Source: an optimization exercise on an open RTL-to-GDS flow (aim: small area, a short achievable clock period and few clock cycles). Production flows keep margins and buffers that such runs may drop. In this exercise RTL edits were held to simulation tests only and were not proved equivalent to the original. No activity file was given, so power comes from the tool's default toggle rates.

// owc
module owc #(
    parameter [7:0] FAMILY_A = 8'h10,
    parameter [7:0] FAMILY_B = 8'h28
) (
    input             clk,
    input             rst,         
    input             cmd_valid,
    input      [15:0] cmd,
    output reg        rsp_valid,
    output     [15:0] rsp,
    output            bus_req,
    output     [1:0]  bus_op,      
    output            bus_wbit,
    input             bus_ack,
    input             bus_rbit
);
==> flow/config.mk <==
export PLATFORM = sky130hd
export DESIGN_NAME = owc
export DESIGN_NICKNAME = owc
export VERILOG_FILES = /design/flow/design.v
export SDC_FILE = /design/flow/constraint.sdc
export NUM_CORES = 4
export LEC_CHECK = 0
export ABC_AREA = 1
export CAP_MARGIN = 20
export CORE_MARGIN = 2
export CORE_UTILIZATION = 70
export CTS_BUF_LIST = sky130_fd_sc_hd__clkbuf_8
export CTS_CLUSTER_DIAMETER = 50
export CTS_CLUSTER_SIZE = 14
export GPL_TIMING_DRIVEN = 1
export PLACE_DENSITY = 0.85
export SLEW_MARGIN = 20
export TNS_END_PERCENT = 25
==> flow/constraint.sdc <==
create_clock -name core_clock -period 18.0 [get_ports {clk}]
set_input_delay 3.6000 -clock core_clock [delete_from_list [all_inputs] [get_ports {clk}]]
set_output_delay 3.6000 -clock core_clock [all_outputs]
set_load 0.01 [all_outputs]
standard.sh (not shown) runs the stock make flow with config.mk's settings and CLKGATE_MAP_FILE= SYNTH_SCRIPT=/design/flow/synth_recipe.tcl, a recipe that flattens the netlist after the stock synthesis.
==> flow/flow/run.sh <==
#!/bin/bash
set -euo pipefail
bash standard.sh \
    SETUP_SLACK_MARGIN=13 \
    "BUFFER_PORTS_ARGS=-buffer_cell sky130_fd_sc_hd__buf_2" \
    finish > flow_make.log 2>&1
Testbench counts at the start, summed over its fixed seeds: cycles 38,903.
Then changed:
==> flow/flow/run.sh (replaced) <==
#!/bin/bash
set -euo pipefail
bash standard.sh \
    SETUP_SLACK_MARGIN=12.5 \
    "BUFFER_PORTS_ARGS=-buffer_cell sky130_fd_sc_hd__buf_2" \
    finish > flow_make.log 2>&1
--- a/flow/config.mk
+++ b/flow/config.mk
@@ -9,10 +9,10 @@
 export CAP_MARGIN = 20
 export CORE_MARGIN = 2
-export CORE_UTILIZATION = 70
+export CORE_UTILIZATION = 65
 export CTS_BUF_LIST = sky130_fd_sc_hd__clkbuf_8
 export CTS_CLUSTER_DIAMETER = 50
 export CTS_CLUSTER_SIZE = 14
 export GPL_TIMING_DRIVEN = 1
-export PLACE_DENSITY = 0.85
+export PLACE_DENSITY = 0.8
 export SLEW_MARGIN = 20
-export TNS_END_PERCENT = 25
+export TNS_END_PERCENT = 10
What happened: Setup slack loses 0.45 ns. Area after synthesis stays the same. Worst hold slack stays flat. Power decreases by 1.8%. Count of clock-buffer cells in the layout rose by 2. First-iteration DRC count came out lower by 6.5%. Sequential power hardly moves. Wire length shrinks by 8.4%. Design area went down by 4.7%.
Then changed:
==> flow/flow/run.sh (replaced) <==
#!/bin/bash
set -euo pipefail
bash standard.sh \
    SETUP_SLACK_MARGIN=13 \
    "BUFFER_PORTS_ARGS=-buffer_cell sky130_fd_sc_hd__buf_2" \
    finish > flow_make.log 2>&1
--- a/flow/config.mk
+++ b/flow/config.mk
@@ -9,10 +9,9 @@
 export CAP_MARGIN = 20
 export CORE_MARGIN = 2
-export CORE_UTILIZATION = 65
+export CORE_UTILIZATION = 60
 export CTS_BUF_LIST = sky130_fd_sc_hd__clkbuf_8
 export CTS_CLUSTER_DIAMETER = 50
 export CTS_CLUSTER_SIZE = 14
-export GPL_TIMING_DRIVEN = 1
-export PLACE_DENSITY = 0.8
+export PLACE_DENSITY = 0.75
 export SLEW_MARGIN = 20
 export TNS_END_PERCENT = 10
- cell count came out higher by a few percent
- combinational power rose by roughly a tenth
- area after synthesis stays the same
- sequential share of layout area fell by 2.3 points
- cell area climbs by a few percent
- first-iteration DRC count came out higher by a few percent
- flip-flop and latch count is unchanged
- count of clock-buffer cells in the layout goes up by 2
- global-route usage shrinks by 0.69 points
- maximum frequency came out higher by roughly a tenth
Then changed:
--- a/flow/config.mk
+++ b/flow/config.mk
@@ -6,5 +6,4 @@
 export NUM_CORES = 4
 export LEC_CHECK = 0
-export ABC_AREA = 1
 export CAP_MARGIN = 20
 export CORE_MARGIN = 2
@@ -15,3 +14,3 @@
 export PLACE_DENSITY = 0.75
 export SLEW_MARGIN = 20
-export TNS_END_PERCENT = 10
+export TNS_END_PERCENT = 0
=> Setup slack loses 0.53 ns. Area after synthesis is higher by 8.0%. Utilization came out lower by 1.9 points. Power went down by 2.9%. Cell count goes down by 8.0%. Die area climbs by about 8%. Sequential share of layout area fell by 2.0 points. Maximum frequency fell by 9.4%.
Then changed:
--- a/flow/config.mk
+++ b/flow/config.mk
@@ -6,11 +6,14 @@
 export NUM_CORES = 4
 export LEC_CHECK = 0
+export ABC_AREA = 1
 export CAP_MARGIN = 20
 export CORE_MARGIN = 2
-export CORE_UTILIZATION = 60
+export CORE_UTILIZATION = 65
 export CTS_BUF_LIST = sky130_fd_sc_hd__clkbuf_8
 export CTS_CLUSTER_DIAMETER = 50
 export CTS_CLUSTER_SIZE = 14
-export PLACE_DENSITY = 0.75
+export GPL_ROUTABILITY_DRIVEN = 0
+export GPL_TIMING_DRIVEN = 1
+export PLACE_DENSITY = 0.8
 export SLEW_MARGIN = 20
-export TNS_END_PERCENT = 0
+export TNS_END_PERCENT = 10
Effect:
- wire length is lower by 9.1%
- via count falls by 1.2%
- maximum frequency came out higher by 9.6%
- worst setup slack improves by 0.49 ns
- final area decreases by 5.3%
- sequential share of layout area came out higher by 2.5 points
- clock power decreases by 12%
- cell count rose by 5.3%
- synthesized cell count rose by 7.6%
- power falls by 0.36%
- synthesized area falls by 7.4%

[static timing again, ports no longer ideal]
How much do the figures lean on ideal ports? The routed layouts below were timed once more, with nothing changed but the port constraints.
Step 1 assumes that a clkbuf_16 drives the clock port and a buf_2 every other input.
Step 2, shift: input delay + t, output delay - t, t = (earliest + latest rising clock arrival at the registers) / 2. This alone moves slack from input paths to output paths.
Slacks: ideal ports / drivers / drivers and shift; pairs: ideal ports / drivers.
| run | t (ns) | slack for setup (ns) | worst hold slack (ns) | worst setup path after step 2 | worst register clock-pin slew, ns |
|---|---|---|---|---|---|
| the first run | 0.638 | 12.829 / 12.823 / 12.185 | 0.452 / 0.452 / 0.452 | input to register | 0.10 / 0.10 |
| the second run | 0.631 | 12.382 / 12.403 / 11.772 | 0.449 / 0.449 / 0.449 | input to register | 0.10 / 0.10 |
| the third run | 0.654 | 12.923 / 12.910 / 12.264 | 0.443 / 0.443 / 0.443 | input to register | 0.10 / 0.10 |
| the fourth run | 0.649 | 12.396 / 12.400 / 11.751 | 0.448 / 0.448 / 0.448 | input to register | 0.09 / 0.09 |
| the fifth run | 0.623 | 12.885 / 12.883 / 12.260 | 0.452 / 0.452 / 0.452 | input to register | 0.09 / 0.09 |
After both steps every run listed still meets setup and hold. The setup slack of the third run, which loses most, moves by -0.013 ns with the drivers and by -0.659 ns with both steps.
